This design comes from an exercise in tuning for small area, a short achievable clock period and few clock cycles per item on the open sky130 flow, not from production work. For this run, only the layout was checked, not whether the RTL still works. Power is estimated from default activity; no workload was simulated.

==> flow/design.v <==
module vrm_alu (
    input  wire        clk,
    input  wire        rst,         
    input  wire        in_valid,
    output wire        in_ready,
    input  wire [2:0]  op,          
    input  wire [39:0] tmp,         
    input  wire [39:0] mem,         
    output reg         out_valid,
    output reg  [39:0] res,         
    output reg  [1:0]  status,      
    output reg  [1:0]  cmp          
);
    localparam OP_AD = 3'd0;
    localparam OP_SB = 3'd1;
    localparam OP_ML = 3'd2;
    localparam OP_MD = 3'd3;
    localparam OP_DV = 3'd4;
    localparam OP_CP = 3'd5;
    localparam ST_OK     = 2'd0;
    localparam ST_OVF    = 2'd1;
    localparam ST_NONNUM = 2'd2;
    localparam C_EQUAL = 2'd0;
    localparam C_LESS  = 2'd1;
    localparam C_MORE  = 2'd2;
    function [23:0] bcd_dbl(input [23:0] x);
        integer i;
        reg [3:0] d;
        reg       c;
        begin
            c = 1'b0;
            for (i = 0; i < 6; i = i + 1) begin
                d = x[i*4 +: 4];
                bcd_dbl[i*4 +: 4] = {(d >= 4'd5) ? (d[2:0] - 3'd5) : d[2:0], c};
                c = (d >= 4'd5);
            end
        end
    endfunction
    function [20:0] bcd_as(input [19:0] p, input [23:0] e, input sub);
        integer i;
        reg [3:0] ed;
        reg [4:0] s [0:4];
        reg [4:0] t;
        reg [5:0] c;
        reg [4:0] g, pr;
        begin
            for (i = 0; i < 5; i = i + 1) begin
                ed = sub ? (4'd9 - e[i*4 +: 4]) : e[i*4 +: 4];
                s[i] = {1'b0, p[i*4 +: 4]} + {1'b0, ed};
                g[i]  = (s[i] >= 5'd10);
                pr[i] = (s[i] == 5'd9);
            end
            c[0] = sub;
            for (i = 0; i < 5; i = i + 1)
                c[i+1] = g[i] | (pr[i] & c[i]);
            for (i = 0; i < 5; i = i + 1) begin
                t = s[i] + {4'd0, c[i]};
                bcd_as[i*4 +: 4] = (t >= 5'd10) ? (t[3:0] + 4'd6) : t[3:0];
            end
            bcd_as[20] = (sub ? ~c[5] : c[5]) | (e[23:20] != 4'd0);
        end
    endfunction
    function is_digit(input [7:0] ch);
        is_digit = (ch[7:4] == 4'h3) && (ch[3:0] <= 4'd9);
    endfunction
    function [19:0] lo_nibs(input [39:0] w);
        lo_nibs = {w[35:32], w[27:24], w[19:16], w[11:8], w[3:0]};
    endfunction
    function [19:0] hi_nibs(input [39:0] w);
        hi_nibs = {w[39:36], w[31:28], w[23:20], w[15:12], w[7:4]};
    endfunction
    function [39:0] weave(input [19:0] h, input [19:0] n);
        weave = {h[19:16], n[19:16], h[15:12], n[15:12], h[11:8], n[11:8],
                 h[7:4], n[7:4], h[3:0], n[3:0]};
    endfunction
    function [39:0] ascii(input [19:0] n);
        ascii = weave(20'h33333, n);
    endfunction
    function [2:0] lzd(input [19:0] n);
        lzd = (n[19:16] != 0) ? 3'd0 :
              (n[15:12] != 0) ? 3'd1 :
              (n[11:8]  != 0) ? 3'd2 :
              (n[7:4]   != 0) ? 3'd3 :
              (n[3:0]   != 0) ? 3'd4 : 3'd5;
    endfunction
    function [19:0] dshl(input [19:0] n, input [2:0] k);
        case (k)
            3'd0: dshl = n;
            3'd1: dshl = {n[15:0], 4'd0};
            3'd2: dshl = {n[11:0], 8'd0};
            3'd3: dshl = {n[7:0], 12'd0};
            default: dshl = {n[3:0], 16'd0};
        endcase
    endfunction
    localparam S_IDLE = 2'd0;
    localparam S_A    = 2'd1;    
    localparam S_B    = 2'd2;    
    localparam S_C    = 2'd3;    
    localparam K_TMP  = 2'd0;    
    localparam K_ZERO = 2'd1;    
    localparam K_ADD  = 2'd2;    
    reg [1:0]  state;
    reg        v1;               
    reg [1:0]  kind;
    reg        sub_r;            
    reg [1:0]  st_r;
    reg [1:0]  cmp_r;
    reg        is_dv;
    reg        first;
    reg        ovf;
    reg [2:0]  pos;              
    reg [19:0] q;                
    reg [19:0] x;                
    reg [19:0] th;               
    wire [19:0] an = lo_nibs(tmp);
    wire [19:0] bn = lo_nibs(mem);
    wire a_num = is_digit(tmp[39:32]) & is_digit(tmp[31:24]) & is_digit(tmp[23:16]) &
                 is_digit(tmp[15:8])  & is_digit(tmp[7:0]);
    wire b_num = is_digit(mem[39:32]) & is_digit(mem[31:24]) & is_digit(mem[23:16]) &
                 is_digit(mem[15:8])  & is_digit(mem[7:0]);
    wire both_num = a_num & b_num;
    wire b_zero = (mem == 40'h3030303030);
    wire eq = (tmp == mem);
    wire lt = (tmp < mem);
    wire [1:0] cmp_in = eq ? C_EQUAL : lt ? C_LESS : C_MORE;
    wire [2:0] lza = lzd(an);
    wire [2:0] lzb = lzd(bn);
    wire [3:0] lzsum   = {1'b0, lza} + {1'b0, lzb};
    wire       ml_big  = (lzsum <= 4'd3);
    wire       ml_zero = (lza == 3'd5) | (lzb == 3'd5);
    wire       is_divop = (op == OP_DV) | (op == OP_MD);
    reg        go_iter;
    reg [1:0]  kind_in;
    reg [1:0]  st_in;
    always @(*) begin
        go_iter = 1'b0;
        kind_in = K_TMP;
        st_in   = ST_OK;
        if (op == OP_CP) begin
            kind_in = K_TMP;
        end else if (is_divop && b_zero) begin
            st_in = ST_OVF;
        end else if (!both_num) begin
            st_in = ST_NONNUM;
        end else if (op == OP_AD || op == OP_SB) begin
            kind_in = K_ADD;
        end else if (op == OP_ML) begin
            if (ml_big)       st_in = ST_OVF;
            else if (ml_zero) kind_in = K_ZERO;
            else              go_iter = 1'b1;
        end else begin
            if (lt) kind_in = (op == OP_DV) ? K_ZERO : K_TMP;
            else    go_iter = 1'b1;
        end
    end
    wire        ml_it = (op == OP_ML) & both_num & ~ml_big & ~ml_zero;
    wire [19:0] x_in  = (op == OP_ML) ? an : is_divop ? dshl(bn, lzb - lza) : bn;
    wire [19:0] q_in  = ml_it ? 20'd0 : an;
    wire [19:0] th_in = ml_it ? dshl(bn, lzb) : hi_nibs(tmp);
    wire [2:0]  pos_in = (op == OP_ML) ? (3'd4 - lzb) : (lzb - lza);
    wire        iter = (state != S_IDLE);
    wire        is_mul = ~sub_r;
    wire [23:0] x1  = {4'd0, x};
    wire [23:0] x2  = bcd_dbl(x1);
    wire [23:0] x4  = bcd_dbl(x2);
    wire [23:0] x8  = bcd_dbl(x4);
    wire [23:0] ea  = !iter ? x1 : (state == S_A) ? x8 : x2;
    wire [23:0] eb  = (state == S_A) ? x4 : x1;
    wire [20:0] ua  = bcd_as(q, ea, sub_r);
    wire [20:0] ub  = bcd_as(q, eb, sub_r);
    wire [3:0]  dig = th[19:16];         
    wire        ta  = (state == S_C) ? 1'b0 :
                      sub_r ? ~ua[20] : ((state == S_A) ? dig[3] : dig[1]);
    wire        tb  = sub_r ? ~ub[20] :
                      ((state == S_A) ? dig[2] : (state == S_B) ? dig[0] : 1'b1);
    wire [19:0] sel = ta ? ua[19:0] : tb ? ub[19:0] : q;
    wire        sel_ovf = is_mul & ((ta & ua[20]) | (~ta & tb & ub[20]));
    wire        need_c = (state == S_B) & ta & (sub_r | dig[0]);
    wire        pos_end = (state == S_C) | ((state == S_B) & ~need_c);
    wire        done    = pos_end & (pos == 3'd0);
    wire [19:0] qd_old = first ? 20'd0 : lo_nibs(res);
    wire [19:0] qd_new = (state == S_A) ? {qd_old[15:0], ta, ~ta & tb, 2'b00} :
                         (state == S_B) ? {qd_old[19:2], ta, ~ta & tb} :
                                          {qd_old[19:1], tb};
    wire        ovf_all = ovf | sel_ovf | (pos_end & (pos != 3'd0) & (sel[19:16] != 4'd0));
    assign in_ready = (state == S_IDLE) |
                      ((pos == 3'd0) & ((state == S_C) |
                                        ((state == S_B) & is_mul & ~(dig[1] & dig[0]))));
    wire accept = in_valid & in_ready;
    always @(posedge clk) begin
        if (rst) begin
            state     <= S_IDLE;
            v1        <= 1'b0;
            out_valid <= 1'b0;
        end else begin
            out_valid <= 1'b0;
            v1        <= 1'b0;
            if (v1) begin
                out_valid <= 1'b1;
                cmp       <= cmp_r;
                case (kind)
                    K_ZERO: begin
                        res    <= ascii(20'd0);
                        status <= ST_OK;
                    end
                    K_ADD: begin
                        if (ua[20]) begin
                            res    <= weave(th, q);
                            status <= ST_OVF;
                        end else begin
                            res    <= ascii(ua[19:0]);
                            status <= ST_OK;
                        end
                    end
                    default: begin
                        res    <= weave(th, q);
                        status <= st_r;
                    end
                endcase
            end
            if (iter) begin
                first <= 1'b0;
                ovf   <= ovf_all;
                q     <= sel;
                if (sub_r) res <= ascii(qd_new);
                case (state)
                    S_A: state <= S_B;
                    S_B: state <= need_c ? S_C : S_A;
                    default: state <= S_A;
                endcase
                if (pos_end) begin
                    pos <= pos - 3'd1;
                    if (sub_r) x  <= {4'd0, x[19:4]};
                    else begin
                        th <= {th[15:0], 4'd0};
                        q  <= {sel[15:0], 4'd0};
                    end
                end
                if (done) begin
                    state     <= S_IDLE;
                    out_valid <= 1'b1;
                    cmp       <= cmp_r;
                    if (sub_r) begin
                        res    <= ascii(is_dv ? qd_new : sel);
                        status <= ST_OK;
                    end else if (ovf_all) begin
                        res    <= ascii(x);
                        status <= ST_OVF;
                    end else begin
                        res    <= ascii(sel);
                        status <= ST_OK;
                    end
                end
            end
            if (accept) begin
                q     <= q_in;
                x     <= x_in;
                th    <= th_in;
                pos   <= pos_in;
                kind  <= kind_in;
                st_r  <= st_in;
                cmp_r <= cmp_in;
                sub_r <= (op != OP_AD) & (op != OP_ML);
                is_dv <= (op == OP_DV);
                first <= 1'b1;
                ovf   <= 1'b0;
                v1    <= ~go_iter;
                state <= go_iter ? S_A : S_IDLE;
            end
        end
    end
endmodule
==> flow/run.sh <==
#!/bin/bash
# synth_recipe.tcl (not shown) runs the flow's synth.tcl, then flattens the netlist and writes it again
# the make line also repeats each setting of config.mk as NAME=value (left out here)
make -C /OpenROAD-flow-scripts/flow DESIGN_CONFIG=/design/flow/config.mk WORK_HOME=/design/flow/orfs CLKGATE_MAP_FILE= SYNTH_SCRIPT=/design/flow/synth_recipe.tcl finish
==> flow/config.mk <==
export PLATFORM = sky130hd
export DESIGN_NAME = vrm_alu
export DESIGN_NICKNAME = vrm_alu
export VERILOG_FILES = /design/flow/design.v
export SDC_FILE = /design/flow/constraint.sdc
export NUM_CORES = 4
export LEC_CHECK = 0
export CAP_MARGIN = 20
export CORE_MARGIN = 2
export CORE_UTILIZATION = 40
export SLEW_MARGIN = 20
==> flow/constraint.sdc <==
create_clock -name core_clock -period 12.0 [get_ports {clk}]
set_input_delay 2.4000 -clock core_clock [delete_from_list [all_inputs] [get_ports {clk}]]
set_output_delay 2.4000 -clock core_clock [all_outputs]
set_load 0.01 [all_outputs]
==> impl_table.tex <==
\begin{tabular}{lr}
\hline
Metric & Value \\
\hline
\multicolumn{2}{l}{\textbf{Logic synthesis}} \\
\quad Syn Area/Cell & 7.89 um\^{}2 \\
\quad Synth top cells by count & sky130\_fd\_sc\_hd\_\_nand2\_1, sky130\_fd\_sc\_hd\_\_nor2\_1, sky130\_fd\_sc\_hd\_\_ha\_1, sky130\_fd\_sc\_hd\_\_inv\_1, sky130\_fd\_sc\_hd\_\_o21ai\_0 \\
\quad Area contributors post-synth & sky130\_fd\_sc\_hd\_\_edfxtp\_1, sky130\_fd\_sc\_hd\_\_ha\_1, sky130\_fd\_sc\_hd\_\_o21ai\_0 \\
\quad Cell accounting for the most synthesized area & sky130\_fd\_sc\_hd\_\_edfxtp\_1 \\
\quad Count leader, synth & sky130\_fd\_sc\_hd\_\_nand2\_1 \\
\quad Gate Count Post-Synth & 2055 \\
\quad Number of synthesized flops with an enable pin & 117 \\
\quad Synth async-reset ratio & 0\% \\
\quad Total number of yosys warnings & 3 \\
\quad Synth top area share & 21.7\% \\
\quad Cell area after technology mapping & 0.0162 mm\^{}2 \\
\quad Number of distinct library cells after synthesis & 98 \\
\quad Primary flip-flop cell chosen by synthesis mapping & sky130\_fd\_sc\_hd\_\_edfxtp\_1 \\
\quad Seq/Total Area, Yosys & 22.2\% \\
\quad Post-Synthesis Net Count & 2316 \\
\quad Total of flip-flops plus latches after synthesis & 121 \\
\multicolumn{2}{l}{\textbf{Power}} \\
\quad Highest ir drop seen on vdd & 158 uV \\
\quad Leakage power of the design & 7.47 nW \\
\quad Pwr dens & 289 mW/mm\^{}2 \\
\multicolumn{2}{l}{\textbf{Timing}} \\
\quad Final Cycle Share & 83.1\% \\
\quad Clock Skew & 0.0147 ns \\
\quad Achievable Freq & 100 MHz \\
\quad Clock period minus final worst setup slack & 9.97 ns \\
\quad Worst slew margin relative to its limit & 25.1\% \\
\quad Setup TNS Final & 0 ns \\
\quad Unrepaired setup endpoints after global routing & no \\
\quad Final count of hold timing violations & 0 \\
\quad Slew at the pin with the worst max-slew slack & 1.11 ns \\
\quad Number of max-slew violations in the final report & 0 \\
\quad Final setup violation count & 0 \\
\multicolumn{2}{l}{\textbf{Worst setup path}} \\
\quad Critical path endpoint category & flop \\
\quad CP bufs+invs & 4 \\
\quad Arrival time at the worst endpoint & 10.14 ns \\
\quad Standard cell with the maximum stage delay on the critical path & sky130\_fd\_sc\_hd\_\_o311ai\_2 \\
\quad Cell family contributing the most delay on the critical path & compound AO/OA/AOI/OAI gates \\
\quad Startpoint types & flop \\
\quad Class of the most critical setup path & reg2reg \\
\quad Max Fanout on Critical Path & 12 \\
\quad Req. time, crit path & 12.17 ns \\
\quad Critical Path Most Common Cell & sky130\_fd\_sc\_hd\_\_ha\_1 \\
\quad Worst stage delay on the critical path & 0.64 ns \\
\multicolumn{2}{l}{\textbf{Placement}} \\
\quad Final weighted congestion of routability-driven global placement & 0.970 \\
\quad Area after detailed placement & 0.0180 mm\^{}2 \\
\quad Input/output buffers & 131 \\
\quad DPL Wire Length & 49800 um \\
\multicolumn{2}{l}{\textbf{Clocking}} \\
\quad Number of hold buffers added after cts & 0 \\
\quad Post-CTS sizing & 0 \\
\quad \# Post-CTS Setup Buffers & 0 \\
\quad Clock net sink count & 121 \\
\quad Clock slew at the register clock pins of the worst setup and hold paths & 0.06 ns \\
\quad Clock buffers created by TritonCTS & 17 \\
\quad Clock latency on the worst-skew pair & 0.43 ns \\
\quad Clock tree from TritonCTS & done \\
\quad \# H-tree levels & 4 \\
\quad Master cell of the clock root buffer & sky130\_fd\_sc\_hd\_\_clkbuf\_16 \\
\quad Worst-case clock buffer depth & 2 \\
\multicolumn{2}{l}{\textbf{Finish}} \\
\quad Fill cells & 3921 \\
\quad Area used by multi-input combinational logic & 0.0116 mm\^{}2 \\
\quad Ratio of cells with drive above 1 in the final layout & 6.44\% \\
\quad Antenna diodes & 0 \\
\quad Net count reported at finish & 2375 \\
\quad Area taken by flip-flops and latches & 0.00359 mm\^{}2 \\
\quad Final cell area excluding filler cells & 0.0185 mm\^{}2 \\
\quad Area growth from synthesis to layout & 14.3\% \\
\multicolumn{2}{l}{\textbf{Global route}} \\
\quad Total congestion overflow after global routing & 0 \\
\quad Maximum number of pins on one net before global-route repair & 68 \\
\quad Initial antenna violation count & 0 \\
\quad Vias in the first global route & 15.9k \\
\quad All-layer global routing usage & 30.0\% \\
\quad First-pass GRT wire length & 96400 um \\
\multicolumn{2}{l}{\textbf{Floorplanning}} \\
\quad Core ar. & 0.0399 mm\^{}2 \\
\quad Top-Level Pins & 132 \\
\quad Die Y-Extent & 205 um \\
\quad Die area & 0.0422 mm\^{}2 \\
\quad Initial core utilization & 40.6\% \\
\quad Number of placement rows & 73 \\
\quad Die width & 205 um \\
\multicolumn{2}{l}{\textbf{Drt}} \\
\quad Remaining antenna violation count & 0 \\
\quad Total iterations of the first detailed-routing run & 6 \\
\quad Detailed router's first-iteration violation count & 2279 \\
\quad Wirelength per Cell & 24.2 um \\
\quad Wire length after detailed routing & 64200 um \\
\quad Via density per instance & 6.35 \\
\quad DRC viols & 0 \\
\quad Vias post-DR & 16.8k \\
\multicolumn{2}{l}{\textbf{Hold path}} \\
\quad Type of the worst min-delay path & reg2reg \\
\multicolumn{2}{l}{\textbf{Outcome}} \\
\quad Result of the run & complete, no violations \\
\multicolumn{2}{l}{\textbf{Run}} \\
\quad Max-capacitance violation count & 0 \\
\hline
\end{tabular}
path summary, 6_finish.rpt:
kind / startpoint / endpoint / slack (ns) / depth (start not counted)
worst min register to register: th[4]$_DFFE_PP_ / th[8]$_DFFE_PP_ / 0.55 / 2
worst min-delay path: th[4]$_DFFE_PP_ / th[8]$_DFFE_PP_ / 0.55 / 2
worst max-delay path: x[0]$_DFFE_PP_ / res[24]$_DFFE_PN_ / 2.03 / 39
worst max register to register: x[0]$_DFFE_PP_ / res[24]$_DFFE_PN_ / 2.03 / 39
cells by family (layout without fill, tap and decap cells):
family | count (synthesis) | count (layout) | synth area share, %
compound gates | 657 | 657 | 27.8
mux | 76 | 76 | 4.85
buf+inv | 273 | 345 | 6.42
xor+xnor | 77 | 77 | 4.55
simple gates | 676 | 676 | 20.2
fa+ha+maj | 175 | 175 | 14.0
flops | 121 | 121 | 22.2
final cells by class:
class / instances / area share, %
Multi-Input combinational cell: 1661 / 62.8
Sequential cell: 121 / 19.4
Timing Repair Buffer: 156 / 8.09
Tap cell: 525 / 3.54
Inverter: 157 / 3.18
Clock buffer: 17 / 2.30
Clock inverter: 15 / 0.749
registers in the layout, summed over array words and instances, names as in the netlist, 2 cells and up:
register,flops
res,40
q,20
th,20
x,20
pos,3
cmp,2
cmp_r,2
kind,2
st_r,2
state,2
status,2
through the flow:
step / instances / power (W) / util, % / setup slack [ns] / hold slack (ns)
2_1_floorplan: 2055 / 0.00345 / - / 3.59 / 0.504
3_3_place_gp: 2620 / 0.00469 / 45.0 / 2.30 / 0.535
3_5_place_dp: 2620 / 0.00474 / 45.0 / 2.18 / 0.537
4_1_cts: 2652 / 0.00526 / 46.4 / 2.15 / 0.550
5_1_grt: 2652 / 0.00570 / 46.4 / 1.40 / 0.589
6_report: 2652 / 0.00535 / 46.4 / 2.03 / 0.552
layer usage:
| metal | GRT usage, % | part of all wire, % |
|---|---|---|
| met5 | 0 | 0 |
| met1 | 41.0 | 42 |
| met2 | 46.9 | 43 |
| met4 | 12.5 | 4.6 |
| met3 | 5.13 | 11 |
cell usage in the layout, fill, tap and decap left out, types with 55 or more instances in the layout:
cell type | synthesis | routed
sky130_fd_sc_hd__nor2_1 | 170 | 168
sky130_fd_sc_hd__a21oi_1 | 127 | 127
sky130_fd_sc_hd__inv_1 | 155 | 154
sky130_fd_sc_hd__nand2_1 | 202 | 201
sky130_fd_sc_hd__o21ai_0 | 152 | 152
sky130_fd_sc_hd__nand3_1 | 59 | 59
sky130_fd_sc_hd__ha_1 | 164 | 162
sky130_fd_sc_hd__edfxtp_1 | 117 | 117
sky130_fd_sc_hd__clkdlybuf4s50_1 | 0 | 131
sky130_fd_sc_hd__mux2i_1 | 55 | 55
sky130_fd_sc_hd__xnor2_1 | 60 | 60
worst reg2reg max path: cells and delay by family, from the launching register on:
kind | cells | cell delay [ns]
adder cells (fa/ha/maj) | 8 | 1.97
AO/OA/AOI/OAI | 17 | 4.57
flip-flops | 1 | 0.48
buffers and inverters | 4 | 0.65
AND/OR/NAND/NOR | 6 | 1.12
XOR/XNOR | 4 | 0.91
power by group:
group	internal (W)	total, W	leakage [nW]	switching [W]
clock	0.000288	0.000504	0.270	0.000215
sequential	0.000579	0.000709	1.15	0.000130
combinational	0.00157	0.00414	6.06	0.00257
total	0.00243	0.00535	7.47	0.00292

port drivers added, routing unchanged:
Ports are ideal in the flow. The routed layout listed here was re-timed in OpenROAD.
Step 1 (the two cells are an assumption about what drives the block):
set clk [get_ports {clk}]
set_driving_cell -lib_cell sky130_fd_sc_hd__clkbuf_16 $clk
set_driving_cell -lib_cell sky130_fd_sc_hd__buf_2 [delete_from_list [all_inputs] $clk]
Step 2 adds t to the input delays and takes it off the output delays; t is the mean of the earliest and latest rising clock arrival at the registers after step 1. Input paths then give back, and output paths get back, about the clock's delay inside the block.
Three values: ideal ports, drivers, drivers and shift; two values: the first two.
shift t [ns]: 0.463
slack for setup (ns): 2.030 / 2.030 / 2.030
clock arrival spread, ns: 0.015 / 0.015
After both steps this run still meets setup and hold. The setup slack of this run moves by 0.000 ns with the drivers and by 0.000 ns with both steps.
